From an optimization exercise on the open Yosys and OpenROAD flow, aimed at small area, a short achievable clock period and few clock cycles; shortcuts taken in it are not production practice.
The RTL was checked by simulation tests, not by an equivalence proof against the original design.
Power and IR drop assume default switching activity.

**design/flow/design.v**
```verilog
module vhil_gateway (
    input  wire        clk,
    input  wire        rst,             
    input  wire        rx_valid,
    input  wire [7:0]  rx_data,
    input  wire        rx_eos,
    input  wire        rx_err,
    output wire        rx_ready,
    output wire        tx_valid,
    input  wire        tx_ready,
    output wire [7:0]  tx_data,
    output wire        tx_last,
    output wire        ev_valid,
    output wire [2:0]  ev_kind,
    output wire [15:0] ev_voltage_mv,
    output wire [7:0]  ev_temp_c,
    output wire [1:0]  halt_cause
);
    localparam [7:0] SYNC = 8'hAA;
    reg [1:0] halt_q;       
    reg [2:0] cnt;          
    reg       rdy_q;        
    reg [7:0] d1, d2, d3;   
    reg [7:0] acc;          
    reg [1:0] stat_q;       
    reg       pend;         
    reg       tx_valid_q;
    reg [3:0] tx_idx;       
    reg [7:0] tx_data_q;
    reg       tx_last_q;
    reg       ev_valid_q;
    reg [1:0] ev_k;         
    assign rx_ready = rdy_q;
    wire c0 = (cnt == 3'd0);
    wire c1 = (cnt == 3'd1);
    wire c2 = (cnt == 3'd2);
    wire c3 = (cnt == 3'd3);
    wire c4 = (cnt == 3'd4);
    wire rx_fire = rdy_q && (rx_valid || rx_eos || rx_err);
    wire ev_term = rdy_q && (rx_err || rx_eos);
    wire ev_byte = rx_fire && !rx_err && !rx_eos;
    wire is_sync = (rx_data == SYNC);
    function [7:0] add8(input [7:0] a, input [7:0] b);
        reg [7:0] g0, p0, g1, p1, g2, p2, g3;
        integer i;
        begin
            g0 = a & b;
            p0 = a ^ b;
            for (i = 0; i < 8; i = i + 1) begin
                g1[i] = (i >= 1) ? g0[i] | (p0[i] & g0[i-1]) : g0[i];
                p1[i] = (i >= 1) ? p0[i] & p0[i-1] : p0[i];
            end
            for (i = 0; i < 8; i = i + 1) begin
                g2[i] = (i >= 2) ? g1[i] | (p1[i] & g1[i-2]) : g1[i];
                p2[i] = (i >= 2) ? p1[i] & p1[i-2] : p1[i];
            end
            for (i = 0; i < 8; i = i + 1)
                g3[i] = (i >= 4) ? g2[i] | (p2[i] & g2[i-4]) : g2[i];
            add8 = p0 ^ {g3[6:0], 1'b0};
        end
    endfunction
    wire       sum_ok = (rx_data == acc);
    wire win_end = ev_byte && c4;
    wire win_ok  = win_end && sum_ok;
    wire hot   = d3[7] | d3[6] | (&d3[5:2] & (d3[1] | d3[0]));
    wire lo_hi = ~|d1[7:4] & ~(d1[3] & d1[2]);                
    wire lo_lo = ~|d2[7:5] & ~(d2[4] & d2[3] & d2[2]);         
    wire low_v = lo_hi | ((d1 == 8'h0C) & lo_lo);
    wire [1:0] status = {hot, ~hot & low_v};
    wire       adv     = tx_valid_q && tx_ready;
    wire       tx_done = adv && tx_last_q;
    wire       busy_n  = tx_valid_q && !tx_done;       
    wire       pend_n  = (win_ok || pend) && busy_n;
    wire       txv_n   = win_ok || pend || busy_n;
    wire       last_i  = tx_idx[3] & tx_idx[2];              
    wire [3:0] idx_inc = last_i ? 4'd0 : tx_idx + 4'd1;
    wire [8:4] lt_h = {~tx_idx[3],
                       ~tx_idx[3] & ~(tx_idx[2] & tx_idx[1] & tx_idx[0]),
                       ~tx_idx[3] & ~(tx_idx[2] & tx_idx[1]),
                       ~tx_idx[3] & ~(tx_idx[2] & (tx_idx[1] | tx_idx[0])),
                       ~tx_idx[3] & ~tx_idx[2]};
    wire [3:0] idx_n   = !tx_valid_q ? 4'd0 : (adv ? idx_inc : tx_idx);
    reg [7:0] next_byte;
    always @(*) begin
        case (tx_idx)
            4'd1:    next_byte = 8'h01;
            4'd3:    next_byte = 8'h08;
            4'd4:    next_byte = d1;
            4'd5:    next_byte = d2;
            4'd6:    next_byte = d3;
            4'd7:    next_byte = {6'd0, stat_q};
            default: next_byte = 8'h00;
        endcase
    end
    wire [4:1] free_n;
    genvar k;
    generate
        for (k = 1; k <= 4; k = k + 1) begin : g_free
            assign free_n[k] = !pend && !(tx_valid_q && lt_h[k + 4]);
        end
    endgenerate
    wire rdy_take = c0 ? (!is_sync || free_n[1]) :
                    c1 ? free_n[2] :
                    c2 ? free_n[3] :
                    c3 ? free_n[4] : 1'b1;
    wire rdy_keep = c1 ? free_n[1] :
                    c2 ? free_n[2] :
                    c3 ? free_n[3] :
                    c4 ? free_n[4] : 1'b1;
    wire rdy_n = (halt_q == 2'd0) && !ev_term && (rx_fire ? rdy_take : rdy_keep);
    always @(posedge clk) begin
        if (rdy_q && c1) d1 <= rx_data;
        if (rdy_q && c2) d2 <= rx_data;
        if (rdy_q && c3) d3 <= rx_data;
        if (rdy_q && c4) stat_q <= status;
        if (c0)
            acc <= SYNC;
        else if (rdy_q && rx_valid && !c4)
            acc <= add8(acc, rx_data);
        if (!tx_valid_q || tx_ready) begin
            tx_data_q <= next_byte;
            tx_last_q <= (tx_idx == 4'd11);
        end
        tx_idx <= idx_n;
        ev_k   <= {(win_end && !sum_ok) || (ev_term && !rx_err),
                   win_ok || (ev_term && !rx_err)};
        if (rst) begin
            halt_q     <= 2'd0;
            cnt        <= 3'd0;
            rdy_q      <= 1'b1;
            pend       <= 1'b0;
            tx_valid_q <= 1'b0;
            ev_valid_q <= 1'b0;
        end else begin
            if (ev_term) begin
                halt_q <= rx_err ? 2'd2 : 2'd1;
                cnt    <= 3'd0;
            end else if (ev_byte) begin
                if (c0)
                    cnt <= is_sync ? 3'd1 : 3'd0;
                else if (c4)
                    cnt <= 3'd0;
                else
                    cnt <= {c3, c1 | c2, c2};
            end
            rdy_q      <= rdy_n;
            pend       <= pend_n;
            tx_valid_q <= txv_n;
            ev_valid_q <= ev_term || win_end;
        end
    end
    assign tx_valid      = tx_valid_q;
    assign tx_data       = tx_data_q;
    assign tx_last       = tx_last_q;
    assign ev_valid      = ev_valid_q;
    assign ev_kind       = {halt_q[1], ev_k};
    assign ev_voltage_mv = {d1, d2};
    assign ev_temp_c     = d3;
    assign halt_cause    = halt_q;
endmodule
```
**design/flow/flow/run.sh**
```bash
#!/bin/bash
# Standard ORFS layout (the standard.sh), with the port buffers made
# from sky130_fd_sc_hd__buf_1 instead of the default delay buffer.
set -euo pipefail
export BUFFER_PORTS_ARGS="-buffer_cell sky130_fd_sc_hd__buf_1"
bash standard.sh > standard.log 2>&1
```
**design/flow/standard.sh**
```bash
#!/bin/bash
# synth_recipe.tcl (not shown) runs the flow's synth.tcl, then flattens the netlist and writes it again
# the make line also repeats each setting of config.mk as NAME=value (left out here)
make -C /OpenROAD-flow-scripts/flow DESIGN_CONFIG=/design/flow/config.mk WORK_HOME=/design/flow/orfs CLKGATE_MAP_FILE= SYNTH_SCRIPT=/design/flow/synth_recipe.tcl "${@:-finish}"
```
**design/flow/config.mk**
```make
export PLATFORM = sky130hd
export DESIGN_NAME = vhil_gateway
export DESIGN_NICKNAME = vhil_gateway
export VERILOG_FILES = /design/flow/design.v
export SDC_FILE = /design/flow/constraint.sdc
export NUM_CORES = 4
export LEC_CHECK = 0
export ABC_AREA = 1
export CAP_MARGIN = 20
export CORE_AREA = 5 5 105 105
export DIE_AREA = 0 0 110 110
export SETUP_SLACK_MARGIN = 3.0
export SLEW_MARGIN = 20
```
**design/flow/constraint.sdc**
```tcl
create_clock -name core_clock -period 5.0 [get_ports {clk}]
set_input_delay 1.0000 -clock core_clock [delete_from_list [all_inputs] [get_ports {clk}]]
set_output_delay 1.0000 -clock core_clock [all_outputs]
set_load 0.01 [all_outputs]
```
==> results of run 1 <==
==> through the flow <==
stage	worst slack, ps	power, mW	hold slack (ps)	cells
2_1_floorplan	2960	0.582	445	302
3_3_place_gp	2610	0.607	462	488
3_5_place_dp	2580	0.608	472	488
4_1_cts	2960	1.05	490	504
5_1_grt	3000	1.09	534	505
6_report	3050	1.04	494	505
==> cells by family (layout without fill, tap and decap cells) <==
| logic type | Yosys count | in the layout | share of synthesized area |
|---|---|---|---|
| AO/OA/AOI/OAI | 44 | 44 | 0.0898 |
| XOR/XNOR | 4 | 4 | 0.0126 |
| adder cells (fa/ha/maj) | 13 | 13 | 0.0611 |
| buffers and inverters | 40 | 110 | 0.0602 |
| flip-flops | 58 | 58 | 0.543 |
| AND/OR/NAND/NOR | 143 | 143 | 0.234 |
==> path summary, 6_finish.rpt <==
check                           endpoint  slack [ps]                   start
hold / removal    halt_q[0]$_SDFFE_PP0P_         490  halt_q[0]$_SDFFE_PP0P_
setup / recovery        ev_voltage_mv[8]        3050         d1[0]$_DFFE_PP_
setup reg to reg         d2[1]$_DFFE_PP_        3260     cnt[1]$_SDFFE_PP0N_
hold reg to reg   halt_q[0]$_SDFFE_PP0P_         490  halt_q[0]$_SDFFE_PP0P_
==> cells in the final DEF (no fill, tap or decap), drive strengths merged <==
| cell | n |
|---|---|
| a21boi | 3 |
| a21o | 1 |
| a21oi | 15 |
| a31oi | 4 |
| and3 | 1 |
| buf | 51 |
| bufinv | 2 |
| clkbuf | 13 |
| clkinv | 4 |
| clkinvlp | 1 |
| dfxtp | 23 |
| edfxtp | 35 |
| fa | 1 |
| ha | 12 |
| inv | 39 |
| nand2 | 67 |
| nand3 | 27 |
| nand3b | 2 |
| nand4 | 3 |
| nor2 | 33 |
| nor3 | 5 |
| nor4 | 1 |
| o2111ai | 1 |
| o211ai | 3 |
| o21ai | 15 |
| o22ai | 1 |
| o31ai | 1 |
| or2 | 3 |
| or4 | 1 |
| xnor2 | 1 |
| xor2 | 3 |
==> cell type report <==
cell class	instances	area [sq um]
inverter	39	160
timing repair buffer	55	224
fill	1004	6310
tap	133	166
multi-input combinational	204	1200
clock inverter	7	77.6
clock buffer	9	124
sequential	58	1510
==> routing by layer <==
layer  part of all wire  vias to the layer above  track usage
met2               0.46                       64        0.184
met4             0.0088                        0       0.0383
li1                   -                     1152            -
met3              0.066                        6       0.0355
met5                  0                        -            0
met1               0.47                     1053        0.152
==> sequential cells by signal, indices dropped and copies added (netlist names) <==
name        cells
acc             8
d1              8
d2              8
d3              8
tx_data_q       8
tx_idx          4
cnt             3
ev_k            2
halt_q          2
stat_q          2
ev_valid_q      1
pend            1
rdy_q           1
tx_last_q       1
tx_valid_q      1
==> worst register-to-register path: stages, from the launching register on <==
cell	delay [ps]
dfxtp_1	400
inv_2	80
nor3_1	210
inv_1	130
nor2_1	550
==> what timing repair did <==
item / CTS / global route
setup buffers: 0 / 1
pin swaps: 0 / 5
setup endpoints to repair: 5 / 8
gates resized for setup: 4 / 14
hold buffers: 0 / 0
==> power breakdown <==
part	switching [mW]	total (mW)	leakage, nW	internal (mW)
Combinational	0.0530	0.0852	0.711	0.0322
Sequential	0.00608	0.519	0.531	0.513
Clock	0.204	0.438	0.100	0.234
Total	0.263	1.04	1.34	0.779
==> metrics.md, run 1 <==
| Metric | Value |
|---|---|
| Maximum clock frequency | 513 MHz |
| DR iter-0 viols | 94 |
| RSZ-0062 raised after global routing | no |
| I/O Pins | 55 |
| CTS tree | built |
| Final GP Congestion | 0.887 |
| Total grt overflow | 0 |
| Clock transition at path regs | 80 ps |
| Synth area leaders | edfxtp_1, dfxtp_1, nand2_1, ha_1, nand3_1 |
| Initial Util | 0.285 |
| Hold Path Class | reg -> reg |
| Number of H-tree levels | 3 |
| Synth Warn # | 1 |
| Vias | 2,275 |
| CP max FO | 3 |
| Layout cell share with drive strength beyond 1 | 0.148 |
| Tmin final | between 1500 and 2000 ps |
| Post-synth top area cell | edfxtp_1 |
| Clock Sinks | between 50 and 60 |
| Total track usage | 0.116 |
| Post-route cell area | 0.00347 sq mm |
| Family with the most delay on the worst path | flip-flops |
| Die width | between 100 and 150 microns |
| Initial antenna violation count | 0 |
| Critical path depth | 1 |
| Sequential share of the synthesized area | 0.543 |
| Max-Cap Viols | 0 |
| Crit path largest cell delay | between 400 and 500 ps |
| Worst path required time | about 4000 ps |
| Top FF cell, synth | edfxtp_1 |
| Total die area | 0.0121 sq mm |
| Mapped Cells | about 300 |
| Area fraction of the dominant cell type after synthesis | 0.377 |
| Synthesis-to-finish area growth | 24.4% |
| Worst reg2reg path depth | 4 |
| Most frequent cells after synthesis | nand2_1, edfxtp_1, nor2_1 |
| # setup viols final | 0 |
| Setup_tns | 0 ps |
| FFs w/ async S/R, synth | 0 |
| Die height | roughly 110 microns |
| WL final | about 6700 microns |
| Buf+Inv Stages, Crit Path | 1 |
| Clk latency of the worst-skew pair | between 300 and 400 ps |
| Via density | roughly 4.5 |
| Largest net degree at the start of global routing | 14 |
| WHS Path Cells | 2 |
| Slew @ Worst Pin | 699 ps |
| ANT nets after route | 0 |
| Flops & latches, synth | 58 |
| Syn Area/Cell | 9.22 sq um |
| Status | complete, no violations |
| Clk_skew | just over 9 ps |
| Antenna Cells | 0 |
| Port bufs | 54 |
| Core region area | about 0.0098 sq mm |
| Crit path cell chain | buf_1 |
| Drt first pass iters | 4 |
| Count leader, synth | nand2_1 |
| Syn_nets | 329 |
| Clock Tree Buf Depth | 2 |
| Worst EP arrival | between 900 and 1000 ps |
| Cell area after synthesis | approximately 0.0028 sq mm |
| Number of library cell types mapped by synthesis | 38 |
| Placed cell area | 0.00319 sq mm |
| WL/cell | 13.3 microns |
| Max-slew violation count | 0 |
| Clock root cell | clkbuf_8 |
| CP Class | reg -> out |
| Final Util | 0.355 |
| Setup crit end kind | output pin |
| Final hold violation count | 0 |
| Type of origin of the critical path | flip-flop |
| Detailed Place HPWL | roughly 5200 microns |
| Worst VDD drop | 156 uV |
| PwrDens | about 300 mW/mm^2 |
| Fin nets | around 390 |
| Period utilisation layout | 0.390 |
| First-pass GRT wire length | 10,800 microns |
| Worst path slowest cell | edfxtp_1 |
| CTS Buf Count | 9 |
| DRC Markers | 0 |
| Row Count | 36 |
| Vias in the first global route | between 2,000 and 2,500 |
| EDFF count, synth | 35 |
| Leakage power | 1.34 nW |
| Max-slew headroom | 0.533 |
Testbench counts, summed over its fixed seeds: cycles 29,374.
==> inputs of run 2 (changes only) <==
--- a/design/flow/config.mk
+++ b/design/flow/config.mk
@@ -9,5 +9,6 @@
 export CAP_MARGIN = 20
 export CORE_AREA = 5 5 105 105
 export DIE_AREA = 0 0 110 110
+export PLACE_DENSITY = 0.85
 export SETUP_SLACK_MARGIN = 3.0
 export SLEW_MARGIN = 20
==> run 2 against run 1 <==
  * Worst hold slack better by 0.90 ps
  * Combinational power is 0.8% higher
  * Global-route usage is 0.71 points higher
  * Clock skew hardly changed
  * Design area is 1.7% lower
==> metrics.md, run 2 <==
| Metric | Value |
|---|---|
| Worst path required time | 5230 ps (was 4000 ps) |
| Worst path slowest cell | fa_2 (was edfxtp_1) |
| Most common cell after layout, fill and taps aside | nand2_1 (unchanged) |
| Hold Startpoint | halt_q[0]$_SDFFE_PP0P_ (unchanged) |
| Syn_nets | 329 (unchanged) |
| Count leader, synth | nand2_1 (unchanged) |
| Cell area after synthesis | 0.00279 sq mm (unchanged) |
| # setup viols final | 0 (unchanged) |
| ANT nets after route | 0 (unchanged) |
| DRC Markers | 0 (unchanged) |
| EDFF count, synth | 35 (unchanged) |
| Number of H-tree levels | 3 (unchanged) |
| Clock Sinks | 58 (unchanged) |
| FFs w/ async S/R, synth | 0 (unchanged) |
| I/O Pins | 55 (unchanged) |
| Setup_tns | 0 ps (unchanged) |
| Initial Util | 0.285 (unchanged) |
| Crit path largest cell delay | 340 ps (was 450 ps) |
| Maximum clock frequency | 508 MHz (was 513 MHz) |
| Sequential share of the synthesized area | 0.543 (unchanged) |
| WHS Path Cells | 2 (unchanged) |
| Number of library cell types mapped by synthesis | 38 (unchanged) |
| Mapped Cells | 302 (unchanged) |
| WL final | 7180 microns (was 6740 microns) |
| Vias in the first global route | 2,327 (was 2,188) |
| Syn Area/Cell | 9.22 sq um (unchanged) |
| Worst VDD drop | 94.8 uV (was 156 uV) |
| RSZ-0062 raised after global routing | yes (was no) |
| Status | complete, no violations (unchanged) |
| Final GP Congestion | 0.834 (was 0.887) |
| Row Count | 36 (unchanged) |
| Family with the most delay on the worst path | adder cells (was flip-flops) |
| Area fraction of the dominant cell type after synthesis | 0.377 (unchanged) |
| Final hold violation count | 0 (unchanged) |
| Hold Path Class | reg -> reg (unchanged) |
| WL/cell | 14.2 microns (was 13.3 microns) |
| Post-route cell area | 0.00341 sq mm (was 0.00347 sq mm) |
| Slew @ Worst Pin | 692 ps (was 699 ps) |
| Post-synth top area cell | edfxtp_1 (unchanged) |
| PwrDens | 279 mW/mm^2 (was 301 mW/mm^2) |
| Worst Hold Path EP | halt_q[0]$_SDFFE_PP0P_ (unchanged) |
| Buf+Inv Stages, Crit Path | 4 (was 1) |
| CTS Buf Count | 9 (unchanged) |
| Commonest non-fill, non-tap cells in the layout | nand2_1, buf_1, edfxtp_1 (unchanged) |
| Antenna Cells | 0 (unchanged) |
| Setup crit end kind | flip-flop (was output pin) |
| Power consumption | 0.951 mW (was 1.04 mW) |
| Clock Tree Buf Depth | 2 (unchanged) |
| CP Class | in -> reg (was reg -> out) |
| DR iter-0 viols | 176 (was 94) |
| Max-slew violation count | 0 (unchanged) |
| Type of origin of the critical path | primary input (was flip-flop) |
| Leakage power | 1.32 nW (was 1.34 nW) |
| Clk latency of the worst-skew pair | 330 ps (about the same) |
| Top FF cell, synth | edfxtp_1 (unchanged) |
| Layout cell share with drive strength beyond 1 | 0.131 (was 0.148) |
| Fin nets | 395 (was 394) |
| CP max FO | 5 (was 3) |
| Period utilisation layout | 0.394 (was 0.390) |
| Tmin final | 1970 ps (was 1950 ps) |
| Largest net degree at the start of global routing | 14 (unchanged) |
| Via density | 4.72 (was 4.50) |
| Drt first pass iters | 4 (unchanged) |
| Reg-to-Reg Start | cnt[1]$_SDFFE_PP0N_ (unchanged) |
| Clock transition at path regs | 70 ps (was 80 ps) |
| Most frequent cells after synthesis | nand2_1, edfxtp_1, nor2_1 (unchanged) |
| Port bufs | 54 (unchanged) |
| Initial antenna violation count | 0 (unchanged) |
| R2R setup slack | 3280 ps (was 3260 ps) |
| Die height | 110 microns (unchanged) |
| Total grt overflow | 0 (unchanged) |
| Placed cell area | 0.00319 sq mm (unchanged) |
| First-pass GRT wire length | 11,200 microns (was 10,800 microns) |
| Max-slew headroom | 0.537 (was 0.533) |
| Worst reg2reg path depth | 4 (unchanged) |
| Synthesis-to-finish area growth | 22.3% (was 24.4%) |
| Vias | 2,389 (was 2,275) |
| Worst EP arrival | 2200 ps (was 950 ps) |
| CTS tree | built (unchanged) |
| Flops & latches, synth | 58 (unchanged) |
| Fill count | 996 (was 1,004) |
| Crit path cell chain | clkbuf_4 -> ha_4 -> inv_2 -> fa_2 -> o21ai_2 -> buf_4 -> xor2_1 -> o21ai_1 -> inv_1 (was buf_1) |
| Die width | 110 microns (unchanged) |
| Clock root cell | clkbuf_8 (unchanged) |
| Synth Warn # | 1 (unchanged) |
| Clk_skew | 9.06 ps (was 9.28 ps) |
| Core region area | 0.00977 sq mm (unchanged) |
| Reg2reg end | d2[2]$_DFFE_PP_ (was d2[1]$_DFFE_PP_) |
| Synth area leaders | edfxtp_1, dfxtp_1, nand2_1, ha_1, nand3_1 (unchanged) |
| Total die area | 0.0121 sq mm (unchanged) |
| Total track usage | 0.124 (was 0.116) |
| Detailed Place HPWL | 5520 microns (was 5230 microns) |
| Max-Cap Viols | 0 (unchanged) |
run 2: area by class of cell:
type | instances | area, sq um | share of cell area
Clock inverter | 4 | 18.8 | 0.00551
Sequential cell | 58 | 1510 | 0.444
Multi-Input combinational cell | 204 | 1180 | 0.348
Inverter | 39 | 160 | 0.0470
Clock buffer | 12 | 135 | 0.0397
Tap cell | 133 | 166 | 0.0489
Timing Repair Buffer | 56 | 228 | 0.0669
run 2: how the worst max path moves through the flow:
stage | start | end | cells past startpoint
6_report | rx_data[0] | acc[4]$_SDFFE_PP0P_ | 9
5_1_grt | rx_data[0] | acc[6]$_SDFFE_PP0P_ | 10
4_1_cts | rx_data[1] | acc[6]$_SDFFE_PP0P_ | 9
3_5_place_dp | rx_data[0] | acc[6]$_SDFFE_PP0P_ | 10
3_3_place_gp | rx_data[0] | acc[6]$_SDFFE_PP0P_ | 10
2_1_floorplan | rx_data[0] | acc[6]$_SDFFE_PP0P_ | 9
run 2: through the flow:
| stage | utilization | hold WS (ps) | instances | worst slack (ps) |
|---|---|---|---|---|
| floorplan | - | 445 | 302 | 2960 |
| global placement | 0.326 | 460 | 488 | 2610 |
| detailed placement | 0.326 | 465 | 488 | 2510 |
| CTS | 0.343 | 482 | 504 | 2960 |
| global route | 0.348 | 537 | 506 | 2960 |
| finish | 0.348 | 495 | 506 | 3030 |
run 2: routing by layer:
| metal | vias to the layer above | routed length (microns) | global-route usage |
|---|---|---|---|
| met5 | - | 0 | 0 |
| met4 | 0 | 80 | 0.0499 |
| met3 | 8 | 661 | 0.0489 |
| met2 | 92 | 3570 | 0.206 |
| met1 | 1132 | 2870 | 0.141 |
| li1 | 1157 | - | - |
run 2: worst register-to-register path, cell delays in order, from the launching register on:
cell and delay (ps):
dfxtp_1 410, inv_2 90, nor3_1 210, inv_1 120, nor2_1 520
run 2: cell families (layout without fill, tap and decap cells):
logic type / count (synthesis) / count (layout) / share of synthesized area
AOI/OAI and AO/OA: 44 / 44 / 0.0898
xor gates and xnor gates: 4 / 4 / 0.0126
adders and majority gates: 13 / 13 / 0.0611
buffers and inverters: 40 / 111 / 0.0602
DFF: 58 / 58 / 0.543
and+or+nand+nor: 143 / 143 / 0.234
run 2: what timing repair did:
item / in CTS / in global routing
pin swaps: 0 / 4
gates cloned: 0 / 0
gates resized for setup: 3 / 9
hold buffers: 0 / 0
setup buffers: 0 / 2
endpoints found under the setup margin: 7 / 7
run 2: power by group:
group	total (mW)	leakage, nW	switching [mW]	internal, mW
logic	0.0859	0.712	0.0543	0.0316
clock network	0.345	0.0816	0.169	0.176
registers	0.520	0.531	0.00642	0.514
==> inputs of run 3 (changes only) <==
--- a/design/flow/config.mk
+++ b/design/flow/config.mk
@@ -9,6 +9,5 @@
 export CAP_MARGIN = 20
 export CORE_AREA = 5 5 105 105
 export DIE_AREA = 0 0 110 110
-export PLACE_DENSITY = 0.85
-export SETUP_SLACK_MARGIN = 3.0
+export SETUP_SLACK_MARGIN = 2.9
 export SLEW_MARGIN = 20
==> run 3 against run 2 <==
  * Still clean on timing, DRC and antenna
  * Design area fell by 0.55%
  * Clock power rose by 14%
  * Global-route usage fell by 0.33 points
  * Total power rose by 4.6%
  * Synthesized cell count did not move
  * Critical endpoint is now acc[6]$_SDFFE_PP0P_
  * Highest routed layer unchanged
==> metrics.md, run 3 <==
| Metric | Value |
|---|---|
| Syn_nets | 329 (unchanged) |
| Final setup margin | 3000 ps (was 3030 ps) |
| Row Count | 36 (unchanged) |
| Flop pwr share | 0.522 (was 0.547) |
| CTS tree | built (unchanged) |
| WL/cell | 13.8 microns (was 14.2 microns) |
| Worst VDD drop | 149 uV (was 94.8 uV) |
| Setup bufs post-CTS | 0 (unchanged) |
| Sw Share | 0.244 (was 0.242) |
| Crit path largest cell delay | 350 ps (was 340 ps) |
| Post-synth top area cell | edfxtp_1 (unchanged) |
| Cell area after synthesis | 0.00279 sq mm (unchanged) |
| Synth Warn # | 1 (unchanged) |
| I/O Pins | 55 (unchanged) |
| Internal power | 0.752 mW (was 0.721 mW) |
| Number of H-tree levels | 3 (unchanged) |
| Hold Path Class | reg -> reg (unchanged) |
| Initial Util | 0.285 (unchanged) |
| Die width | 110 microns (unchanged) |
| Mapped Cells | 302 (unchanged) |
| Total track usage | 0.120 (was 0.124) |
| Clock Power Share | 0.397 (was 0.363) |
| Area fraction of the dominant cell type after synthesis | 0.377 (unchanged) |
| Number of library cell types mapped by synthesis | 38 (unchanged) |
| Worst path required time | 5230 ps (about the same) |
| Port bufs | 54 (unchanged) |
| Synth area leaders | edfxtp_1, dfxtp_1, nand2_1, ha_1, nand3_1 (unchanged) |
| Max-slew headroom | 0.538 (was 0.537) |
| Total grt overflow | 0 (unchanged) |
| Clock transition at path regs | 70 ps (about the same) |
| Clock root cell | clkbuf_8 (unchanged) |
| Antenna Cells | 0 (unchanged) |
| Sequential share of the synthesized area | 0.543 (unchanged) |
| # hold bufs at CTS | 0 (unchanged) |
| Clk_skew | 11.4 ps (was 9.06 ps) |
| RSZ-0062 raised after global routing | no (was yes) |
| Leakage power | 1.33 nW (was 1.32 nW) |
| WL final | 6960 microns (was 7180 microns) |
| PwrDens | 294 mW/mm^2 (was 279 mW/mm^2) |
| Vias | 2,314 (was 2,389) |
| Worst EP arrival | 2230 ps (was 2200 ps) |
| Slew @ Worst Pin | 691 ps (was 692 ps) |
| Commonest non-fill, non-tap cells in the layout | nand2_1, buf_1, edfxtp_1 (unchanged) |
| Initial antenna violation count | 0 (unchanged) |
| Count leader, synth | nand2_1 (unchanged) |
| EDFF count, synth | 35 (unchanged) |
| Maximum clock frequency | 500 MHz (was 508 MHz) |
| Final hold violation count | 0 (unchanged) |
| Flops & latches, synth | 58 (unchanged) |
| DR iter-0 viols | 124 (was 176) |
| ANT nets after route | 0 (unchanged) |
| Synthesis-to-finish area growth | 21.6% (was 22.3%) |
| CTS Buf Count | 9 (unchanged) |
| CP Class | in -> reg (unchanged) |
| Max-slew violation count | 0 (unchanged) |
| Drt first pass iters | 5 (was 4) |
| Total die area | 0.0121 sq mm (unchanged) |
| Min Hold Slack | 494 ps (was 495 ps) |
| Tmin final | 2000 ps (was 1970 ps) |
| DRC Markers | 0 (unchanged) |
| Final GP Congestion | 0.805 (was 0.834) |
| Syn Area/Cell | 9.22 sq um (unchanged) |
| Worst path slowest cell | fa_2 (unchanged) |
| Combinational Power Share | 0.081 (was 0.090) |
| Crit path cell chain | buf_2 -> ha_1 -> inv_1 -> fa_2 -> o21ai_2 -> nand2_1 -> nand3_1 -> nand3_1 -> nand2_1 -> inv_1 (was clkbuf_4 -> ha_4 -> inv_2 -> fa_2 -> o21ai_2 -> buf_4 -> xor2_1 -> o21ai_1 -> inv_1) |
| First-pass GRT wire length | 11,100 microns (was 11,200 microns) |
| Via density | 4.59 (was 4.72) |
| Type of origin of the critical path | primary input (unchanged) |
| Core region area | 0.00977 sq mm (unchanged) |
| Period utilisation layout | 0.400 (was 0.394) |
| Top FF cell, synth | edfxtp_1 (unchanged) |
| Detailed Place HPWL | 5340 microns (was 5520 microns) |
| Layout cell share with drive strength beyond 1 | 0.127 (was 0.131) |
| Setup_tns | 0 ps (unchanged) |
| Pre-CTS setup slack | 2510 ps (about the same) |
| Fin nets | 393 (was 395) |
| FFs w/ async S/R, synth | 0 (unchanged) |
| # setup viols final | 0 (unchanged) |
| Clock Tree Buf Depth | 2 (unchanged) |
| Die height | 110 microns (unchanged) |
| Most frequent cells after synthesis | nand2_1, edfxtp_1, nor2_1 (unchanged) |
| Clock Sinks | 58 (unchanged) |
| Status | complete, no violations (unchanged) |
| Clk latency of the worst-skew pair | 330 ps (about the same) |
| Most common cell after layout, fill and taps aside | nand2_1 (unchanged) |
| Setup crit end kind | flip-flop (unchanged) |
| Vias in the first global route | 2,297 (was 2,327) |
| Switching power total | 0.243 mW (was 0.230 mW) |
| Max-Cap Viols | 0 (unchanged) |
| CP max FO | 5 (unchanged) |
| Largest net degree at the start of global routing | 14 (unchanged) |
[run 3: cell types whose count changed in the layout (fill, tap and decap cells not counted), sizes merged]
cell / before / now
buf: 51 / 48
clkbuf: 17 / 18
clkinv: 5 / 3
inv: 37 / 39
[run 3: what timing repair did]
item / CTS / global route
pin swaps: 0 / 3
gates resized for setup: 1 / 12
gates cloned: 0 / 0
hold endpoints to repair: 0 / 0
endpoints found under the setup margin: 1 / 5
[run 3: routing by layer]
metal / vias to the layer above / GRT usage / part of all wire
met3: 9 / 0.0425 / 0.081
li1: 1148 / - / -
met5: - / 0 / 0
met2: 81 / 0.192 / 0.45
met1: 1076 / 0.152 / 0.46
met4: 0 / 0.0365 / 0.014
[run 3: final timing paths]
check,cells past startpoint,from,slack (ps),endpoint
min reg2reg,2,acc[0]$_SDFFE_PP0P_,490,acc[0]$_SDFFE_PP0P_
max reg2reg,4,cnt[1]$_SDFFE_PP0N_,3260,d2[6]$_DFFE_PP_
max,10,rx_data[0],3000,acc[6]$_SDFFE_PP0P_
min,2,acc[0]$_SDFFE_PP0P_,490,acc[0]$_SDFFE_PP0P_
[run 3: cell families (layout without fill, tap and decap cells)]
family	count (synthesis)	in the layout	share of synthesized area
flops	58	58	0.543
simple gates	143	143	0.234
fa+ha+maj	13	13	0.0611
compound gates	44	44	0.0898
xor+xnor	4	4	0.0126
buf+inv	40	109	0.0602
[run 3: area by class of cell]
type	count	area, sq um
fill	1029	6390
timing repair buffer	54	211
tap	133	166
inverter	39	160
clock buffer	12	156
clock inverter	4	22.5
sequential	58	1510
multi-input combinational	204	1160
[run 3: worst max-delay path: cells and delay by family]
family / cells / cell delay [ps]
AOI/OAI and AO/OA: 1 / 160
and+or+nand+nor: 4 / 300
buffers and inverters: 3 / 240
adders and majority gates: 2 / 530
[run 3: through the flow]
stage | total power [mW] | cell area, sq um | instances | utilization
finish | 0.995 | 3390 | 504 | 0.347
global route | 1.04 | 3390 | 504 | 0.347
detailed placement | 0.605 | 3150 | 488 | 0.323
floorplan | 0.579 | 2790 | 302 | -
CTS | 1.00 | 3330 | 504 | 0.341
global placement | 0.604 | 3150 | 488 | 0.323
[run 3: power groups by stage]
stage	clock network, mW	registers [mW]	logic (mW)
2_1_floorplan	0	0.531	0.0483
3_3_place_gp	0	0.529	0.0745
3_5_place_dp	0	0.529	0.0753
4_1_cts	0.405	0.519	0.0762
5_1_grt	0.427	0.520	0.0917
6_report	0.394	0.519	0.0807
==> inputs of run 4 (changes only) <==
--- a/design/flow/config.mk
+++ b/design/flow/config.mk
@@ -9,5 +9,5 @@
 export CAP_MARGIN = 20
 export CORE_AREA = 5 5 105 105
 export DIE_AREA = 0 0 110 110
-export SETUP_SLACK_MARGIN = 2.9
+export SETUP_SLACK_MARGIN = 3.05
 export SLEW_MARGIN = 20
==> run 4 against run 3 <==
  * Clock skew down 2.0 ps
  * Largest cell class unchanged
  * Total power grew 7.2%
  * Sequential share of layout area fell by 2.7 points
  * Setup slack gained 78 ps
  * Final cell count grew 3.4%
  * Critical path depth shrank 9
  * Non-clock buffer count increased by 17
  * Fmax rose by 4.1%
  * Still clean
  * Routed wire length shrank 1.6%
  * Synthesized cell count did not move
  * Sequential power hardly changed
  * Highest routed layer unchanged
  * Critical endpoint is now ev_temp_c[2]
==> metrics.md, run 4 <==
| Metric | Value |
|---|---|
| Hold Path Class | reg -> reg (unchanged) |
| Worst path required time | 4000 ps (was 5230 ps) |
| Antenna Cells | 0 (unchanged) |
| EDFF count, synth | 35 (unchanged) |
| Clock Sinks | 58 (unchanged) |
| # hold bufs at CTS | 0 (unchanged) |
| Clock Tree Buf Depth | 2 (unchanged) |
| Type of origin of the critical path | flip-flop (was primary input) |
| ANT nets after route | 0 (unchanged) |
| FFs w/ async S/R, synth | 0 (unchanged) |
| CTS tree | built (unchanged) |
| Commonest non-fill, non-tap cells in the layout | nand2_1, buf_1, edfxtp_1 (unchanged) |
| CTS Buf Count | 9 (unchanged) |
| Cell area after synthesis | 0.00279 sq mm (unchanged) |
| RSZ-0062 raised after global routing | yes (was no) |
| Top layer in use | met4 (unchanged) |
| Total grt overflow | 0 (unchanged) |
| Setup crit end kind | output pin (was flip-flop) |
| Leakage power | 1.44 nW (was 1.33 nW) |
| Setup_tns | 0 ps (unchanged) |
| Buf+Inv Stages, Crit Path | 1 (was 3) |
| Synth Warn # | 1 (unchanged) |
| Number of H-tree levels | 3 (unchanged) |
| Clock transition at path regs | 70 ps (about the same) |
| Final hold violation count | 0 (unchanged) |
| Total track usage | 0.116 (was 0.120) |
| Post-route cell area | 0.00361 sq mm (was 0.00339 sq mm) |
| Worst VDD drop | 127 uV (was 149 uV) |
| Status | complete, no violations (unchanged) |
| Slew @ Worst Pin | 725 ps (was 691 ps) |
| WL final | 6840 microns (was 6960 microns) |
| Max-slew violation count | 0 (unchanged) |
| Largest net degree at the start of global routing | 14 (unchanged) |
| WL/cell | 13.1 microns (was 13.8 microns) |
| First-pass GRT wire length | 10,700 microns (was 11,100 microns) |
| Placed cell area | 0.00320 sq mm (was 0.00315 sq mm) |
| Clk latency of the worst-skew pair | 330 ps (about the same) |
| Count leader, synth | nand2_1 (unchanged) |
| Met3 WL | 464 microns (was 563 microns) |
| Syn_nets | 329 (unchanged) |
| Tmin final | 1920 ps (was 2000 ps) |
| Total die area | 0.0121 sq mm (unchanged) |
| Syn Area/Cell | 9.22 sq um (unchanged) |
| WHS Path Cells | 2 (unchanged) |
| Mapped Cells | 302 (unchanged) |
| Drt first pass iters | 4 (was 5) |
| Met1 WL | 3270 microns (was 3170 microns) |
| Port bufs | 54 (unchanged) |
| Number of library cell types mapped by synthesis | 38 (unchanged) |
| Sequential share of the synthesized area | 0.543 (unchanged) |
| Flops & latches, synth | 58 (unchanged) |
| CP Class | reg -> out (was in -> reg) |
| Fin nets | 410 (was 393) |
| Die height | 110 microns (unchanged) |
| Power consumption | 1.07 mW (was 0.995 mW) |
| Final Util | 0.370 (was 0.347) |
| I/O Pins | 55 (unchanged) |
| Post-synth top area cell | edfxtp_1 (unchanged) |
| Worst EP arrival | 920 ps (was 2230 ps) |
| # setup viols final | 0 (unchanged) |
| Layout cell share with drive strength beyond 1 | 0.196 (was 0.127) |
| Max-slew headroom | 0.515 (was 0.538) |
| Synth area leaders | edfxtp_1, dfxtp_1, nand2_1, ha_1, nand3_1 (unchanged) |
| DR iter-0 viols | 102 (was 124) |
| Area fraction of the dominant cell type after synthesis | 0.377 (unchanged) |
| Detailed Place HPWL | 5240 microns (was 5340 microns) |
| Die width | 110 microns (unchanged) |
| Family with the most delay on the worst path | flip-flops (was adder cells) |
| Vias | 2,310 (was 2,314) |
| Max-Cap Viols | 0 (unchanged) |
| Via density | 4.43 (was 4.59) |
| Vias in the first global route | 2,181 (was 2,297) |
| Crit path cell chain | buf_1 (was buf_2 -> ha_1 -> inv_1 -> fa_2 -> o21ai_2 -> nand2_1 -> nand3_1 -> nand3_1 -> nand2_1 -> inv_1) |
| Clk_skew | 9.40 ps (was 11.4 ps) |
| Critical path depth | 1 (was 10) |
| Initial antenna violation count | 0 (unchanged) |
| Period utilisation layout | 0.384 (was 0.400) |
| Most frequent cells after synthesis | nand2_1, edfxtp_1, nor2_1 (unchanged) |
| Worst reg2reg path depth | 2 (was 4) |
| Core region area | 0.00977 sq mm (unchanged) |
| Row Count | 36 (unchanged) |
| CP max FO | 3 (was 5) |
| PwrDens | 295 mW/mm^2 (was 294 mW/mm^2) |
| Clock root cell | clkbuf_8 (unchanged) |
| Worst path slowest cell | edfxtp_1 (was fa_2) |
| Final GP Congestion | 0.888 (was 0.805) |
| Crit path largest cell delay | 440 ps (was 350 ps) |
| Most common cell after layout, fill and taps aside | nand2_1 (unchanged) |
| Top FF cell, synth | edfxtp_1 (unchanged) |
| Synthesis-to-finish area growth | 29.7% (was 21.6%) |
| Initial Util | 0.285 (unchanged) |
| Met2 wire len | 3030 microns (was 3130 microns) |
| Maximum clock frequency | 521 MHz (was 500 MHz) |
| DRC Markers | 0 (unchanged) |
## run 4: cell type report
| cell class | instances | area (sq um) |
|---|---|---|
| Fill cell | 1024 | 6160 |
| Sequential cell | 58 | 1520 |
| Multi-Input combinational cell | 204 | 1210 |
| Timing Repair Buffer | 71 | 350 |
| Tap cell | 133 | 166 |
| Inverter | 39 | 160 |
| Clock buffer | 10 | 128 |
| Clock inverter | 6 | 81.3 |
## run 4: stage by stage
step / setup slack, ps / std cells / hold WS (ps)
after CTS: 3040 / 509 / 487
after global routing: 3020 / 521 / 566
final: 3080 / 521 / 498
after global placement: 2620 / 488 / 464
after floorplan: 2960 / 302 / 445
after detailed placement: 2580 / 488 / 470
## run 4: kinds of logic (layout without fill, tap and decap cells)
logic type | count (synthesis) | in the layout | share of synthesized area
and+or+nand+nor | 143 | 143 | 0.234
buffers and inverters | 40 | 126 | 0.0602
adders and majority gates | 13 | 13 | 0.0611
xor gates and xnor gates | 4 | 4 | 0.0126
AOI/OAI and AO/OA | 44 | 44 | 0.0898
DFF | 58 | 58 | 0.543
## run 4: path summary, 6_finish.rpt
| kind | start | endpoint | slack (ps) |
|---|---|---|---|
| worst min register to register | halt_q[0]$_SDFFE_PP0P_ | halt_q[0]$_SDFFE_PP0P_ | 500 |
| worst min-delay path | halt_q[0]$_SDFFE_PP0P_ | halt_q[0]$_SDFFE_PP0P_ | 500 |
| worst max register to register | cnt[0]$_SDFFE_PP0N_ | d1[4]$_DFFE_PP_ | 3400 |
| worst max-delay path | d3[2]$_DFFE_PP_ | ev_temp_c[2] | 3080 |
## run 4: timing repair
action / CTS / global route
pin swaps: 0 / 7
hold endpoints to repair: 0 / 0
setup buffers: 5 / 12
setup endpoints to repair: 13 / 28
cloned: 0 / 0
gates resized for setup: 8 / 18
## run 4: layer usage
layer  GRT usage  vias up
met5           0        -
met4      0.0401        0
met3      0.0355        7
met2       0.182       56
met1       0.151     1056
li1            -     1191
## run 4: where the power goes
part / switching (mW) / internal [mW] / leakage, nW
Combinational: 0.0544 / 0.0335 / 0.801
Sequential: 0.00578 / 0.513 / 0.532
Clock: 0.182 / 0.277 / 0.105
==> inputs of run 5 (changes only) <==
--- a/design/flow/config.mk
+++ b/design/flow/config.mk
@@ -9,5 +9,5 @@
 export CAP_MARGIN = 20
 export CORE_AREA = 5 5 105 105
 export DIE_AREA = 0 0 110 110
-export SETUP_SLACK_MARGIN = 3.05
+export SETUP_SLACK_MARGIN = 2.95
 export SLEW_MARGIN = 20
==> run 5 against run 4 <==
  * Synthesized area unchanged
  * Largest cell class unchanged
  * Critical path depth up 9
  * Sequential power about the same
  * Sequential cell count unchanged
  * Clock power about the same
  * Critical endpoint is now acc[6]$_SDFFE_PP0P_
  * Combinational power down 8.2%
  * Total power down 0.74%
  * Fmax down 2.4%
  * Highest routed layer unchanged
  * Clock skew up 1.0 ps
  * Setup slack worse by 47 ps
  * Routed wire length down 3.6%
==> metrics.md, run 5 <==
| Metric | Value |
|---|---|
| Crit path launch | rx_data[0] (was d3[2]$_DFFE_PP_) |
| Layout cell share with drive strength beyond 1 | 0.129 (was 0.196) |
| ANT nets after route | 0 (unchanged) |
| Vias | 2,279 (was 2,310) |
| Synth area leaders | edfxtp_1, dfxtp_1, nand2_1, ha_1, nand3_1 (unchanged) |
| # hold bufs at CTS | 0 (unchanged) |
| Finished Layout Cells | 504 (was 521) |
| Via density | 4.52 (was 4.43) |
| CP Class | in -> reg (was reg -> out) |
| Synthesis-to-finish area growth | 23.1% (was 29.7%) |
| Initial Util | 0.285 (unchanged) |
| Clk_skew | 10.4 ps (was 9.40 ps) |
| Most frequent cells after synthesis | nand2_1, edfxtp_1, nor2_1 (unchanged) |
| Flops & latches, synth | 58 (unchanged) |
| Family with the most delay on the worst path | adder cells (was flip-flops) |
| Number of H-tree levels | 3 (unchanged) |
| Synth Warn # | 1 (unchanged) |
| Status | complete, no violations (unchanged) |
| Syn Area/Cell | 9.22 sq um (unchanged) |
| Commonest non-fill, non-tap cells in the layout | nand2_1, buf_1, edfxtp_1 (unchanged) |
| Total grt overflow | 0 (unchanged) |
| Period utilisation layout | 0.394 (was 0.384) |
| Clock transition at path regs | 70 ps (about the same) |
| DRC Markers | 0 (unchanged) |
| # setup viols final | 0 (unchanged) |
| Final hold violation count | 0 (unchanged) |
| Clk latency of the worst-skew pair | 330 ps (about the same) |
| Die height | 110 microns (unchanged) |
| CTS Buf Count | 9 (unchanged) |
| Worst path slowest cell | fa_2 (was edfxtp_1) |
| Drt first pass iters | 4 (unchanged) |
| Final GP Congestion | 0.821 (was 0.888) |
| EDFF count, synth | 35 (unchanged) |
| Total die area | 0.0121 sq mm (unchanged) |
| Most common cell after layout, fill and taps aside | nand2_1 (unchanged) |
| Cell area after synthesis | 0.00279 sq mm (unchanged) |
| Area fraction of the dominant cell type after synthesis | 0.377 (unchanged) |
| Slew @ Worst Pin | 708 ps (was 725 ps) |
| Max-slew headroom | 0.526 (was 0.515) |
| Reg-to-Reg Start | cnt[1]$_SDFFE_PP0N_ (was cnt[0]$_SDFFE_PP0N_) |
| I/O Pins | 55 (unchanged) |
| Core region area | 0.00977 sq mm (unchanged) |
| Worst EP arrival | 2200 ps (was 920 ps) |
| Vias in the first global route | 2,326 (was 2,181) |
| Die width | 110 microns (unchanged) |
| Antenna Cells | 0 (unchanged) |
| FFs w/ async S/R, synth | 0 (unchanged) |
| Sequential share of the synthesized area | 0.543 (unchanged) |
| Detailed Place HPWL | 5270 microns (was 5240 microns) |
| Type of origin of the critical path | primary input (was flip-flop) |
| Leakage power | 1.33 nW (was 1.44 nW) |
| Post-synth top area cell | edfxtp_1 (unchanged) |
| Mapped Cells | 302 (unchanged) |
| CP max FO | 5 (was 3) |
| Largest net degree at the start of global routing | 14 (unchanged) |
| Row Count | 36 (unchanged) |
| Max-slew violation count | 0 (unchanged) |
| RSZ-0062 raised after global routing | no (was yes) |
| Clock Tree Buf Depth | 2 (unchanged) |
| PwrDens | 309 mW/mm^2 (was 295 mW/mm^2) |
| WL final | 6600 microns (was 6840 microns) |
| Worst VDD drop | 147 uV (was 127 uV) |
| Crit path largest cell delay | 370 ps (was 440 ps) |
| Setup crit end kind | flip-flop (was output pin) |
| Port bufs | 54 (unchanged) |
| Max-Cap Viols | 0 (unchanged) |
| Hold Path Class | reg -> reg (unchanged) |
| Clock root cell | clkbuf_8 (unchanged) |
| DR iter-0 viols | 82 (was 102) |
| Count leader, synth | nand2_1 (unchanged) |
| Fin nets | 393 (was 410) |
| Maximum clock frequency | 508 MHz (was 521 MHz) |
| Clock Sinks | 58 (unchanged) |
| Crit path cell chain | buf_2 -> ha_4 -> inv_2 -> fa_2 -> o21ai_2 -> nand2_1 -> nand3_1 -> nand3_1 -> nand2_1 -> inv_1 (was buf_1) |
| Worst path required time | 5230 ps (was 4000 ps) |
| Total track usage | 0.119 (was 0.116) |
| Tmin final | 1970 ps (was 1920 ps) |
| Placed Instances | 488 (unchanged) |
| WL/cell | 13.1 microns (about the same) |
| Setup bufs post-CTS | 0 (was 5) |
| Hold Startpoint | halt_q[0]$_SDFFE_PP0P_ (unchanged) |
| Final Util | 0.351 (was 0.370) |
| Top FF cell, synth | edfxtp_1 (unchanged) |
| Buf+Inv Stages, Crit Path | 3 (was 1) |
| CTS tree | built (unchanged) |
| Setup_tns | 0 ps (unchanged) |
| Min Hold Slack | 492 ps (was 498 ps) |
| Syn_nets | 329 (unchanged) |
| First-pass GRT wire length | 11,000 microns (was 10,700 microns) |
| Initial antenna violation count | 0 (unchanged) |
| Number of library cell types mapped by synthesis | 38 (unchanged) |
[run 5: worst min-delay path, cell delays in order, from the launching register on]
cell and delay (ps):
dfxtp_1 350, nand2_1 60, o21ai_0 50
[run 5: final cells by class]
type,count,area (sq um)
Inverter,39,160
Multi-Input combinational cell,204,1170
Clock inverter,5,78.8
Fill cell,1031,6350
Clock buffer,11,131
Sequential cell,58,1510
Timing Repair Buffer,54,211
Tap cell,133,166
[run 5: timing repair]
item,4_1_cts,5_1_grt
endpoints found under the setup margin,2,7
pin swaps,0,1
gates resized for setup,2,11
[run 5: worst paths after layout]
check	end	slack (ps)	depth (start not counted)
worst max-delay path	acc[6]$_SDFFE_PP0P_	3030	10
worst min-delay path	halt_q[0]$_SDFFE_PP0P_	490	2
worst max register to register	d2[3]$_DFFE_PP_	3300	4
worst min register to register	halt_q[0]$_SDFFE_PP0P_	490	2
[run 5: cells by family (layout without fill, tap and decap cells)]
family,count (synthesis),count (layout),share of synthesized area
buffers and inverters,40,109,0.0602
AND/OR/NAND/NOR,143,143,0.234
AO/OA/AOI/OAI,44,44,0.0898
XOR/XNOR,4,4,0.0126
flip-flops,58,58,0.543
adder cells (fa/ha/maj),13,13,0.0611
[run 5: metal layers]
metal	wire, microns	part of all wire	track usage
met5	0	0	0
met4	63	0.0095	0.0356
met3	356	0.054	0.0332
met2	3000	0.46	0.191
met1	3170	0.48	0.155
[run 5: through the flow]
stage	worst slack, ps	area [sq um]	power [mW]
after floorplan	2960	2800	0.580
after detailed placement	2530	3170	0.606
final	3030	3430	1.06
after global routing	2950	3430	1.10
after global placement	2570	3170	0.605
after CTS	2950	3380	1.06
[run 5: where the power goes]
part | leakage (nW) | total [mW] | switching (mW) | internal (mW)
clock network | 0.0972 | 0.458 | 0.178 | 0.279
logic | 0.699 | 0.0807 | 0.0513 | 0.0294
registers | 0.531 | 0.520 | 0.00623 | 0.513
total | 1.33 | 1.06 | 0.236 | 0.822
==> inputs of run 6 (changes only) <==
--- a/design/flow/config.mk
+++ b/design/flow/config.mk
@@ -6,8 +6,8 @@
 export NUM_CORES = 4
 export LEC_CHECK = 0
 export ABC_AREA = 1
-export CAP_MARGIN = 20
+export CAP_MARGIN = 0
 export CORE_AREA = 5 5 105 105
 export DIE_AREA = 0 0 110 110
-export SETUP_SLACK_MARGIN = 2.95
-export SLEW_MARGIN = 20
+export SETUP_SLACK_MARGIN = 3.0
+export SLEW_MARGIN = 0
==> run 6 against run 5 <==
  * Sequential share of layout area decreased by 0.48 points
  * Clock-buffer cell count decreased by 2
  * Setup slack improved by 19 ps
  * Critical path depth decreased by 9
  * Design area increased by 1.1%
  * Worst hold slack improved by 1.9 ps
  * Routed wire length increased by 2.1%
  * Non-clock buffer count increased by 1
  * Highest routed layer unchanged
==> metrics.md, run 6 <==
| Metric | Value |
|---|---|
| Status | complete, no violations (unchanged) |
| Max-slew headroom | 0.533 (was 0.526) |
| CTS Buf Count | 9 (unchanged) |
| Clk_skew | 9.28 ps (was 10.4 ps) |
| Max-slew violation count | 0 (unchanged) |
| Fill count | 1,004 (was 1,031) |
| Hold Path Class | reg -> reg (unchanged) |
| Clock root cell | clkbuf_8 (unchanged) |
| Slew @ Worst Pin | 699 ps (was 708 ps) |
| Flops & latches, synth | 58 (unchanged) |
| Most frequent cells after synthesis | nand2_1, edfxtp_1, nor2_1 (unchanged) |
| Post-synth top area cell | edfxtp_1 (unchanged) |
| Clock Tree Buf Depth | 2 (unchanged) |
| Seq. cell area | 0.00151 sq mm (unchanged) |
| Cell area after synthesis | 0.00279 sq mm (unchanged) |
| Clock transition at path regs | 80 ps (was 70 ps) |
| FFs w/ async S/R, synth | 0 (unchanged) |
| Area fraction of the dominant cell type after synthesis | 0.377 (unchanged) |
| Synthesis-to-finish area growth | 24.4% (was 23.1%) |
| Maximum clock frequency | 513 MHz (was 508 MHz) |
| Die width | 110 microns (unchanged) |
| Number of library cell types mapped by synthesis | 38 (unchanged) |
| Max-Cap Viols | 0 (unchanged) |
| Family with the most delay on the worst path | flip-flops (was adder cells) |
| Via density | 4.50 (was 4.52) |
| Total die area | 0.0121 sq mm (unchanged) |
| Synth Area in Compound Gates | 0.0898 (unchanged) |
| Core region area | 0.00977 sq mm (unchanged) |
| CTS tree | built (unchanged) |
| EDFF count, synth | 35 (unchanged) |
| Syn Area/Cell | 9.22 sq um (unchanged) |
| Row Count | 36 (unchanged) |
| Most common cell after layout, fill and taps aside | nand2_1 (unchanged) |
| Layout cell share with drive strength beyond 1 | 0.148 (was 0.129) |
| Type of origin of the critical path | flip-flop (was primary input) |
| PwrDens | 301 mW/mm^2 (was 309 mW/mm^2) |
| WL/cell | 13.3 microns (was 13.1 microns) |
| Synth area leaders | edfxtp_1, dfxtp_1, nand2_1, ha_1, nand3_1 (unchanged) |
| Multi-input combinational cell area | 0.00120 sq mm (was 0.00117 sq mm) |
| Min Hold Slack | 494 ps (was 492 ps) |
| Setup_tns | 0 ps (unchanged) |
| WL final | 6740 microns (was 6600 microns) |
| R2R setup slack | 3260 ps (was 3300 ps) |
| Simple logic cell fraction of the synthesized area | 0.234 (unchanged) |
| Total grt overflow | 0 (unchanged) |
| Mapped Cells | 302 (unchanged) |
| DRC Markers | 0 (unchanged) |
| Vias in the first global route | 2,188 (was 2,326) |
| Clock Sinks | 58 (unchanged) |
| Final GP Congestion | 0.887 (was 0.821) |
| Met1 WL | 3160 microns (was 3170 microns) |
| Top FF cell, synth | edfxtp_1 (unchanged) |
| Vias | 2,275 (was 2,279) |
| Initial antenna violation count | 0 (unchanged) |
| Leakage power | 1.34 nW (was 1.33 nW) |
| Number of H-tree levels | 3 (unchanged) |
| Crit path cell chain | buf_1 (was buf_2 -> ha_4 -> inv_2 -> fa_2 -> o21ai_2 -> nand2_1 -> nand3_1 -> nand3_1 -> nand2_1 -> inv_1) |
| Total track usage | 0.116 (was 0.119) |
| Largest net degree at the start of global routing | 14 (unchanged) |
| Worst path slowest cell | edfxtp_1 (was fa_2) |
| Tmin final | 1950 ps (was 1970 ps) |
| Adder-cell share of the synthesized area | 0.0611 (unchanged) |
| Worst EP arrival | 950 ps (was 2200 ps) |
| Antenna Cells | 0 (unchanged) |
| Die height | 110 microns (unchanged) |
| Proportion of synthesized area in mux cells | 0 (unchanged) |
| # setup viols final | 0 (unchanged) |
| I/O Pins | 55 (unchanged) |
| Final hold violation count | 0 (unchanged) |
| Clk latency of the worst-skew pair | 330 ps (about the same) |
| Count leader, synth | nand2_1 (unchanged) |
| Worst VDD drop | 156 uV (was 147 uV) |
| Fin nets | 394 (was 393) |
| Synth Warn # | 1 (unchanged) |
| Largest family of logic cells by synthesized area | simple AND/OR/NAND/NOR gates (unchanged) |
| Worst path required time | 4000 ps (was 5230 ps) |
| Initial Util | 0.285 (unchanged) |
| Top layer in use | met4 (unchanged) |
| Synth Area in XOR/XNOR | 0.0126 (unchanged) |
| Sequential share of the synthesized area | 0.543 (unchanged) |
| Buf+Inv Stages, Crit Path | 1 (was 3) |
| CP max FO | 3 (was 5) |
| Syn_nets | 329 (unchanged) |
| ANT nets after route | 0 (unchanged) |
| Port bufs | 54 (unchanged) |
| RSZ-0062 raised after global routing | no (unchanged) |
| Period utilisation layout | 0.390 (was 0.394) |
| Drt first pass iters | 4 (unchanged) |
| CP Class | reg -> out (was in -> reg) |
| Met2 wire len | 3070 microns (was 3000 microns) |
| First-pass GRT wire length | 10,800 microns (was 11,000 microns) |
| Crit path largest cell delay | 450 ps (was 370 ps) |
| Setup crit end kind | output pin (was flip-flop) |
| Met3 WL | 447 microns (was 356 microns) |
| Detailed Place HPWL | 5230 microns (was 5270 microns) |
| Commonest non-fill, non-tap cells in the layout | nand2_1, buf_1, edfxtp_1 (unchanged) |
| DR iter-0 viols | 94 (was 82) |
[run 6: path summary, 6_finish.rpt]
check,from,endpoint,cells past startpoint
hold / removal,halt_q[0]$_SDFFE_PP0P_,halt_q[0]$_SDFFE_PP0P_,2
setup / recovery,d1[0]$_DFFE_PP_,ev_voltage_mv[8],1
setup reg to reg,cnt[1]$_SDFFE_PP0N_,d2[1]$_DFFE_PP_,4
hold reg to reg,halt_q[0]$_SDFFE_PP0P_,halt_q[0]$_SDFFE_PP0P_,2
[run 6: routing by layer]
layer / vias up / GRT usage
li1: 1152 / -
met1: 1053 / 0.152
met2: 64 / 0.184
met3: 6 / 0.0355
met4: 0 / 0.0383
met5: - / 0
[run 6: cell type report]
type	instances	share of cell area
clock buffer	9	0.0357
timing repair buffer	55	0.0646
tap	133	0.0480
multi-input combinational	204	0.347
inverter	39	0.0462
clock inverter	7	0.0224
sequential	58	0.436
[run 6: kinds of logic (layout without fill, tap and decap cells)]
| group | Yosys count | in the layout |
|---|---|---|
| AND/OR/NAND/NOR | 143 | 143 |
| flip-flops | 58 | 58 |
| AO/OA/AOI/OAI | 44 | 44 |
| buffers and inverters | 40 | 110 |
| adder cells (fa/ha/maj) | 13 | 13 |
| XOR/XNOR | 4 | 4 |
[run 6: where the power goes]
part | total (mW) | internal [mW] | switching [mW]
sequential | 0.519 | 0.513 | 0.00608
clock | 0.438 | 0.234 | 0.204
combinational | 0.0852 | 0.0322 | 0.0530
[run 6: through the flow]
stage / setup slack (ps) / cells / utilization / area, sq um / total power [mW]
floorplan: 2960 / 302 / - / 2830 / 0.582
global placement: 2610 / 488 / 0.326 / 3190 / 0.607
detailed placement: 2580 / 488 / 0.326 / 3190 / 0.608
CTS: 2960 / 504 / 0.348 / 3400 / 1.05
global route: 3000 / 505 / 0.355 / 3470 / 1.09
finish: 3050 / 505 / 0.355 / 3470 / 1.04
[run 6: what timing repair did]
action                                  in CTS  in global routing
endpoints found under the setup margin       5                  8
pin swaps                                    0                  5
buffers inserted                             0                  1
hold buffers                                 0                  0
gates resized for setup                      4                 14
==> inputs of run 7 (changes only) <==
--- a/design/flow/design.v
+++ b/design/flow/design.v
@@ -22,7 +22,6 @@
     reg       rdy_q;        
     reg [7:0] d1, d2, d3;   
     reg [7:0] acc;          
-    reg [1:0] stat_q;       
     reg       pend;         
     reg       tx_valid_q;
     reg [3:0] tx_idx;       
@@ -88,7 +87,7 @@
             4'd4:    next_byte = d1;
             4'd5:    next_byte = d2;
             4'd6:    next_byte = d3;
-            4'd7:    next_byte = {6'd0, stat_q};
+            4'd7:    next_byte = {6'd0, status};
             default: next_byte = 8'h00;
         endcase
     end
@@ -96,7 +95,7 @@
     genvar k;
     generate
         for (k = 1; k <= 4; k = k + 1) begin : g_free
-            assign free_n[k] = !pend && !(tx_valid_q && lt_h[k + 4]);
+            assign free_n[k] = !pend && !(tx_valid_q && lt_h[8]);
         end
     endgenerate
     wire rdy_take = c0 ? (!is_sync || free_n[1]) :
@@ -112,7 +111,6 @@
         if (rdy_q && c1) d1 <= rx_data;
         if (rdy_q && c2) d2 <= rx_data;
         if (rdy_q && c3) d3 <= rx_data;
-        if (rdy_q && c4) stat_q <= status;
         if (c0)
             acc <= SYNC;
         else if (rdy_q && rx_valid && !c4)
--- a/design/flow/config.mk
+++ b/design/flow/config.mk
@@ -6,8 +6,8 @@
 export NUM_CORES = 4
 export LEC_CHECK = 0
 export ABC_AREA = 1
-export CAP_MARGIN = 0
+export CAP_MARGIN = 20
 export CORE_AREA = 5 5 105 105
 export DIE_AREA = 0 0 110 110
 export SETUP_SLACK_MARGIN = 3.0
-export SLEW_MARGIN = 0
+export SLEW_MARGIN = 20
==> run 7 against run 6 <==
  * Sequential share of layout area grew 2.1 points
  * Global-route usage shrank 0.71 points
  * First-iteration DRC count grew 54%
  * Routed wire length shrank 4.2%
  * Sequential power shrank 4%
  * Worst hold slack lost 9.8 ps
  * Clock skew grew 6.0 ps
  * Register-to-register slack gained 120 ps
  * Largest cell class unchanged
==> metrics.md, run 7 <==
| Metric | Value |
|---|---|
| Cell area after synthesis | 0.00265 sq mm (was 0.00279 sq mm) |
| Final GP Congestion | 0.836 (was 0.887) |
| Vias in the first global route | 2,159 (was 2,188) |
| Fill count | 1,024 (was 1,004) |
| Setup_tns | 0 ps (unchanged) |
| Clock root cell | clkbuf_8 (unchanged) |
| Total die area | 0.0121 sq mm (unchanged) |
| CP max FO | 3 (unchanged) |
| # setup viols final | 0 (unchanged) |
| Final setup margin | 3050 ps (about the same) |
| M2 GR Usage | 0.195 (was 0.184) |
| Period utilisation layout | 0.390 (about the same) |
| Most common cell after layout, fill and taps aside | nand2_1 (unchanged) |
| Synthesis-to-finish area growth | 19.6% (was 24.4%) |
| Setup crit end kind | output pin (unchanged) |
| Worst path slowest cell | edfxtp_1 (unchanged) |
| FFs w/ async S/R, synth | 0 (unchanged) |
| CP Class | reg -> out (unchanged) |
| GRT busiest layer | met2 (unchanged) |
| First-pass GRT wire length | 10,100 microns (was 10,800 microns) |
| Count leader, synth | nand2_1 (unchanged) |
| Multi-input combinational cell area | 0.00108 sq mm (was 0.00120 sq mm) |
| RSZ-0062 raised after global routing | no (unchanged) |
| Reg-to-Reg Start | cnt[2]$_SDFFE_PP0N_ (was cnt[1]$_SDFFE_PP0N_) |
| Antenna Cells | 0 (unchanged) |
| Worst path required time | 4000 ps (about the same) |
| Setup bufs post-CTS | 0 (unchanged) |
| Met1 usage | 0.123 (was 0.152) |
| Total grt overflow | 0 (unchanged) |
| Number of H-tree levels | 2 (was 3) |
| DRC Markers | 0 (unchanged) |
| Seq. cell area | 0.00145 sq mm (was 0.00151 sq mm) |
| Area fraction of the dominant cell type after synthesis | 0.374 (was 0.377) |
| Worst VDD drop | 119 uV (was 156 uV) |
| Met3 usage | 0.0285 (was 0.0355) |
| Max-Cap Viols | 0 (unchanged) |
| Drt first pass iters | 4 (unchanged) |
| R2R setup slack | 3380 ps (was 3260 ps) |
| Total track usage | 0.109 (was 0.116) |
| Leakage power | 1.26 nW (was 1.34 nW) |
| Fin nets | 381 (was 394) |
| Family with the most delay on the worst path | flip-flops (unchanged) |
| Die width | 110 microns (unchanged) |
| Worst Hold Path EP | pend$_SDFF_PP0_ (was halt_q[0]$_SDFFE_PP0P_) |
| CTS Buf Count | 5 (was 9) |
| Initial antenna violation count | 0 (unchanged) |
| Flops & latches, synth | 56 (was 58) |
| Syn_nets | 321 (was 329) |
| Synth area leaders | edfxtp_1, dfxtp_1, nand2_1, inv_1, ha_1 (was edfxtp_1, dfxtp_1, nand2_1, ha_1, nand3_1) |
| ANT nets after route | 0 (unchanged) |
| Maximum clock frequency | 512 MHz (was 513 MHz) |
| Largest net degree at the start of global routing | 20 (was 14) |
| Crit path cell chain | buf_1 (unchanged) |
| Sequential share of the synthesized area | 0.547 (was 0.543) |
| Post-synth top area cell | edfxtp_1 (unchanged) |
| Crit path largest cell delay | 470 ps (was 450 ps) |
| Final hold violation count | 0 (unchanged) |
| WL final | 6460 microns (was 6740 microns) |
| Top FF cell, synth | edfxtp_1 (unchanged) |
| Number of library cell types mapped by synthesis | 29 (was 38) |
| Syn Area/Cell | 8.99 sq um (was 9.22 sq um) |
| Mapped Cells | 295 (was 302) |
| Slew @ Worst Pin | 781 ps (was 699 ps) |
| Row Count | 36 (unchanged) |
| Worst reg2reg path depth | 3 (was 4) |
| Status | complete, no violations (unchanged) |
| Reg2reg end | d2[7]$_DFFE_PP_ (was d2[1]$_DFFE_PP_) |
| Via density | 4.44 (was 4.50) |
| CTS tree | built (unchanged) |
| Tmin final | 1950 ps (about the same) |
| Synth Warn # | 1 (unchanged) |
| Detailed Place HPWL | 5180 microns (was 5230 microns) |
| Layout cell share with drive strength beyond 1 | 0.0955 (was 0.148) |
| DR iter-0 viols | 145 (was 94) |
| Worst EP arrival | 950 ps (about the same) |
| I/O Pins | 55 (unchanged) |
| Clk_skew | 15.3 ps (was 9.28 ps) |
| Initial Util | 0.271 (was 0.285) |
| Port bufs | 54 (unchanged) |
| Critical path depth | 1 (unchanged) |
| Pre-CTS setup slack | 2650 ps (was 2580 ps) |
| WHS Path Cells | 2 (unchanged) |
| Clock Tree Buf Depth | 2 (unchanged) |
| PwrDens | 266 mW/mm^2 (was 301 mW/mm^2) |
| Buf+Inv Stages, Crit Path | 1 (unchanged) |
| WL/cell | 13.2 microns (was 13.3 microns) |
| Commonest non-fill, non-tap cells in the layout | nand2_1, buf_1, inv_1 (was nand2_1, buf_1, edfxtp_1) |
| Clk latency of the worst-skew pair | 310 ps (was 330 ps) |
| Hold Path Class | reg -> reg (unchanged) |
| Max-slew headroom | 0.477 (was 0.533) |
| EDFF count, synth | 33 (was 35) |
| Clock Sinks | 56 (was 58) |
| Max-slew violation count | 0 (unchanged) |
| Hold Startpoint | pend$_SDFF_PP0_ (was halt_q[0]$_SDFFE_PP0P_) |
| Most frequent cells after synthesis | nand2_1, inv_1, edfxtp_1 (was nand2_1, edfxtp_1, nor2_1) |
| Die height | 110 microns (unchanged) |
| Type of origin of the critical path | flip-flop (unchanged) |
| # hold bufs at CTS | 0 (unchanged) |
| Clock transition at path regs | 110 ps (was 80 ps) |
| Vias | 2,169 (was 2,275) |
| Core region area | 0.00977 sq mm (unchanged) |
[run 7: cell types whose count changed in the layout (fill, tap and decap cells not counted), sizes merged, moves of 3 or more]
cell | before | now
nor2 | 33 | 27
a21boi | 3 | 0
inv | 39 | 46
nand2 | 67 | 78
clkinv | 4 | 0
buf | 51 | 48
nand3 | 27 | 19
[run 7: metal layers]
metal	vias up	part of all wire	wire, microns
li1	1097	-	-
met1	1006	0.43	2800
met2	56	0.49	3140
met3	10	0.059	381
met4	0	0.022	140
met5	-	0	0
[run 7: cell families after synthesis]
group	Yosys count	share of synthesized area
DFF	56	0.547
AOI/OAI and AO/OA	43	0.0915
and+or+nand+nor	137	0.230
xor gates and xnor gates	2	0.00660
adders and majority gates	12	0.0594
buffers and inverters	45	0.0651
[run 7: report_power, final]
part / leakage, nW / total, mW / switching, mW / internal [mW]
Sequential: 0.514 / 0.500 / 0.00598 / 0.494
Combinational: 0.702 / 0.0833 / 0.0536 / 0.0297
Clock: 0.0452 / 0.260 / 0.158 / 0.103
[run 7: cell type report]
| type | count | share of cell area |
|---|---|---|
| clock inverters | 3 | 0.00789 |
| repair buffers | 54 | 0.0666 |
| multi-input cells | 194 | 0.342 |
| well taps | 133 | 0.0524 |
| inverters | 44 | 0.0521 |
| flip-flops and latches | 56 | 0.457 |
| clock buffers | 5 | 0.0217 |
[run 7: worst max-delay path by stage]
stage                    startpoint               endpoint  slack, ps
floorplan                rx_data[2]    acc[5]$_SDFFE_PP1P_       3030
global placement         rx_data[0]    acc[6]$_SDFFE_PP0P_       2670
detailed placement       rx_data[0]    acc[4]$_SDFFE_PP0P_       2650
CTS                      rx_data[5]  tx_valid_q$_SDFF_PP0_       3010
global route             rx_data[5]  tx_valid_q$_SDFF_PP0_       3000
finish              d2[4]$_DFFE_PP_       ev_voltage_mv[4]       3050
[run 7: per-stage QoR]
| stage | power, mW | util | instances | instance area [sq um] | hold slack, ps |
|---|---|---|---|---|---|
| 6_report | 0.844 | 0.325 | 489 | 3170 | 484 |
| 5_1_grt | 0.882 | 0.325 | 489 | 3170 | 535 |
| 4_1_cts | 0.848 | 0.320 | 489 | 3130 | 489 |
| 3_5_place_dp | 0.590 | 0.310 | 481 | 3030 | 472 |
| 3_3_place_gp | 0.589 | 0.310 | 481 | 3030 | 465 |
| 2_1_floorplan | 0.563 | - | 295 | 2670 | 445 |
[run 7: worst min-delay path, cell delays in order, from the launching register on]
cell and delay [ps]:
dfxtp_1 310, inv_1 70, a21oi_1 60
[run 7: repair_timing]
item,4_1_cts,5_1_grt
gates resized for setup,1,12
pin swaps,0,0
setup endpoints to repair,1,9
Testbench counts of run 7, summed over its fixed seeds: cycles 29,896.

static timing again, ports no longer ideal:
The flow's constraints put no driver on any port. The routed layouts listed below were extracted and timed again, unchanged, in two steps. Step 1 assumes that a clkbuf_16 drives the clock port and a buf_2 every other input. Step 2 also shifts input and output timing later by t, the mid clock arrival at the registers, as if the neighbouring blocks saw the same clock. a / b / c = ideal ports / drivers / drivers and shift; a / b = the first two.
run	t, ns	setup WS [ns]	worst setup path at the end	latest minus earliest clock arrival (ns)	pins driven straight from the clock port
run 1	0.355	3.051 / 3.021 / 2.720	input to register	0.010 / 0.009	1
run 2	0.358	3.032 / 3.017 / 2.668	input to register	0.010 / 0.010	1
run 3	0.358	3.001 / 3.008 / 2.650	input to register	0.011 / 0.012	1
run 4	0.357	3.079 / 3.050 / 2.728	input to register	0.010 / 0.009	1
run 5	0.350	3.032 / 3.025 / 2.680	input to register	0.010 / 0.011	1
run 6	0.355	3.051 / 3.021 / 2.720	input to register	0.010 / 0.009	1
run 7	0.339	3.048 / 3.017 / 2.758	input to register	0.016 / 0.015	1
After both steps setup and hold are still met in every run listed. For run 2, which loses most, drivers alone change the setup slack by -0.015 ns; drivers and shift together by -0.364 ns.
